From an optimization exercise on the open Yosys and OpenROAD flow, aimed at a short achievable clock period and few clock cycles; shortcuts taken in it are not production practice. Function was checked by simulation only, so behaviour that the tests miss may differ from the original. Power and IR drop assume default switching activity.

## s3lcd_compositor
module s3lcd_compositor (
    input  wire        clk,
    input  wire        rst,
    input  wire        cmd_valid,
    output reg         cmd_ready,
    input  wire [7:0]  cmd_op,
    input  wire [31:0] cmd_x,
    input  wire [31:0] cmd_y,
    input  wire [31:0] cmd_w,
    input  wire [31:0] cmd_h,
    input  wire [15:0] cmd_color,
    input  wire [7:0]  cmd_alpha,
    input  wire [1:0]  cmd_wrap,       
    input  wire [31:0] cmd_src,        
    output reg         src_en,
    output reg  [31:0] src_addr,
    input  wire [15:0] src_data,
    output reg         rd_en,
    output reg  [11:0] rd_addr,
    input  wire [15:0] rd_data,
    output reg         wr_en,
    output reg  [11:0] wr_addr,
    output reg  [15:0] wr_data,
    output reg  [1:0]  rotation
);
clock: 10.0 ns
lec_check: 0
abc_clock_period_in_ps: 3000
cap_margin: 20
core_margin: 2
core_utilization: 55
cts_cluster_diameter: 200
cts_cluster_size: 20
place_density: 0.7
slew_margin: 20
standard.sh (not shown) runs the stock make flow with config.mk's settings and CLKGATE_MAP_FILE= SYNTH_SCRIPT=/design/flow/synth_recipe.tcl, a recipe that flattens the netlist after the stock synthesis.
==> flow/flow/run.sh <==
#!/bin/bash
# Standard ORFS layout (the standard.sh, unchanged synthesis), with the
# timing-repair steps asked to reach a larger setup margin at the design's
# own clock period and constraints. Each step's full output is in orfs/logs;
# make's own output is in flow_make.log.
set -euo pipefail
bash standard.sh SETUP_SLACK_MARGIN=7.8 finish > flow_make.log 2>&1
Testbench counts at the start, summed over its fixed seeds: cycles 237,526.
Change:
--- a/flow/flow/run.sh
+++ b/flow/flow/run.sh
@@ -7 +7 @@
-bash standard.sh SETUP_SLACK_MARGIN=7.8 finish > flow_make.log 2>&1
+bash standard.sh SETUP_SLACK_MARGIN=7.6 finish > flow_make.log 2>&1
- CORE_UTILIZATION: 55 -> 50
- PLACE_DENSITY: 0.7 -> 0.65
Clock skew decreases by 0.0095 ns; worst setup slack improves by 0.020 ns; area after synthesis does not change; flip-flop and latch count is unchanged; clock power shrinks by about 2%.


Another version of the RTL of s3lcd_compositor (not shown whole).
Size: roughly 9,000 cells after synthesis, roughly 1,600 flip-flops, roughly 310 I/O pins, about 0.091 sq mm of cells after synthesis.
clock: 10.0 ns
lec_check: 0
abc_clock_period_in_ps: 3000
cap_margin: 20
core_margin: 2
core_utilization: 50
cts_cluster_diameter: 200
cts_cluster_size: 20
place_density: 0.65
slew_margin: 20
==> flow/flow/run.sh <==
#!/bin/bash
# Standard ORFS layout (the standard.sh, unchanged synthesis), with the
# timing-repair steps asked to reach a larger setup margin at the design's
# own clock period and constraints. Each step's full output is in orfs/logs;
# make's own output is in flow_make.log.
set -euo pipefail
bash standard.sh SETUP_SLACK_MARGIN=7.6 finish > flow_make.log 2>&1
Testbench counts at the start, summed over its fixed seeds: cycles 235,623.
Change:
--- a/flow/flow/run.sh
+++ b/flow/flow/run.sh
@@ -7 +7 @@
-bash standard.sh SETUP_SLACK_MARGIN=7.6 finish > flow_make.log 2>&1
+bash standard.sh SETUP_SLACK_MARGIN=7.8 finish > flow_make.log 2>&1
--- a/flow/config.mk
+++ b/flow/config.mk
@@ -11 +11 @@
-export CORE_UTILIZATION = 50
+export CORE_UTILIZATION = 55
@@ -14 +14 @@
-export PLACE_DENSITY = 0.65
+export PLACE_DENSITY = 0.7
Global-route usage increases by 4.6 points.
Die area decreases by roughly a tenth.
Maximum frequency decreases slightly.
Total power increases slightly.
Synthesized cell count stays the same.
Critical path depth is unchanged.
Final area increases by a few percent.
Worst setup slack got worse by 0.017 ns.
Clock power is about the same.
Area after synthesis is unchanged.


== before ==
s3lcd_compositor, a different RTL version from the one above (not shown whole).
Size in the first run: roughly 8,600 cells after synthesis, ~1,500 flip-flops, ~310 I/O pins.
clock: 10.0 ns
lec_check: 0
abc_clock_period_in_ps: 3000
cap_margin: 20
core_margin: 2
core_utilization: 50
place_density: 0.65
slew_margin: 20
==> flow/flow/run.sh <==
#!/bin/bash
# Standard ORFS layout (the standard.sh, unchanged synthesis), with the
# timing-repair steps asked to reach a larger setup margin at the design's
# own clock period and constraints. Each step's full output is in orfs/logs;
# make's own output is in flow_make.log.
set -euo pipefail
bash standard.sh SETUP_SLACK_MARGIN=7.6 finish > flow_make.log 2>&1
before completed; timing, DRC and antenna clean
Testbench counts of before, summed over its fixed seeds: cycles 237,753.
### before -> after
Settings: putting CTS_CLUSTER_DIAMETER at 200 where nothing was set; putting CTS_CLUSTER_SIZE at 20 where nothing was set.
## What came out
after: done, clean on timing, DRC and antenna. Diff before..after | remaining design rule violation count | unchanged. When after is measured against before, its worst hold slack turns out 0.016 ns higher. Against before, clock power in after fell by more than a quarter. Combinational share of power came out higher on after than on before. Compared with before, after shows delay of the slowest cell on the worst path higher by 0.03 ns. after -> before: met1 demand-to-capacity share in global routing flat. Comparing after and before, overall power after layout is lower on after. Clock share of power: after and before compared, higher one is before. The lower via count of the first global-routing pass came out of after. after vs. before: share of cell area taken by multi-input logic gates went up by 1.2 points, area of combinational cells with multiple inputs barely changed.

## re-timing with driven ports
In the flow no input, the clock included, has a driving cell. The finished layouts below were timed again as built, in two steps.
Step 1: set_driving_cell puts a clkbuf_16 on clk and a buf_2 on each other input, an assumption about the parent block.
Step 2, shift: input delay + t, output delay - t, t = (earliest + latest rising clock arrival at the registers) / 2. This alone moves slack from input paths to output paths.
Three values: ideal, step 1, step 2; two values: the first two.
| run | t (ns) | setup WS [ns] | worst setup path after step 2 |
|---|---|---|---|
| the first run of note 1 | 0.821 | 6.711 / 6.627 / 6.294 | input to register |
| the second run of note 1 | 0.843 | 6.731 / 6.645 / 6.363 | input to register |
| the first run of note 2 | 0.869 | 6.655 / 6.558 / 5.999 | input to register |
| the second run of note 2 | 0.847 | 6.638 / 6.543 / 5.931 | input to register |
| before | 0.927 | 6.632 / 6.538 / 6.544 | input to register |
| after | 0.850 | 6.664 / 6.572 / 6.550 | input to register |
After both steps every run listed still meets setup and hold. The setup slack of the second run of note 2, which loses most, moves by -0.095 ns with the drivers and by -0.707 ns with both steps.
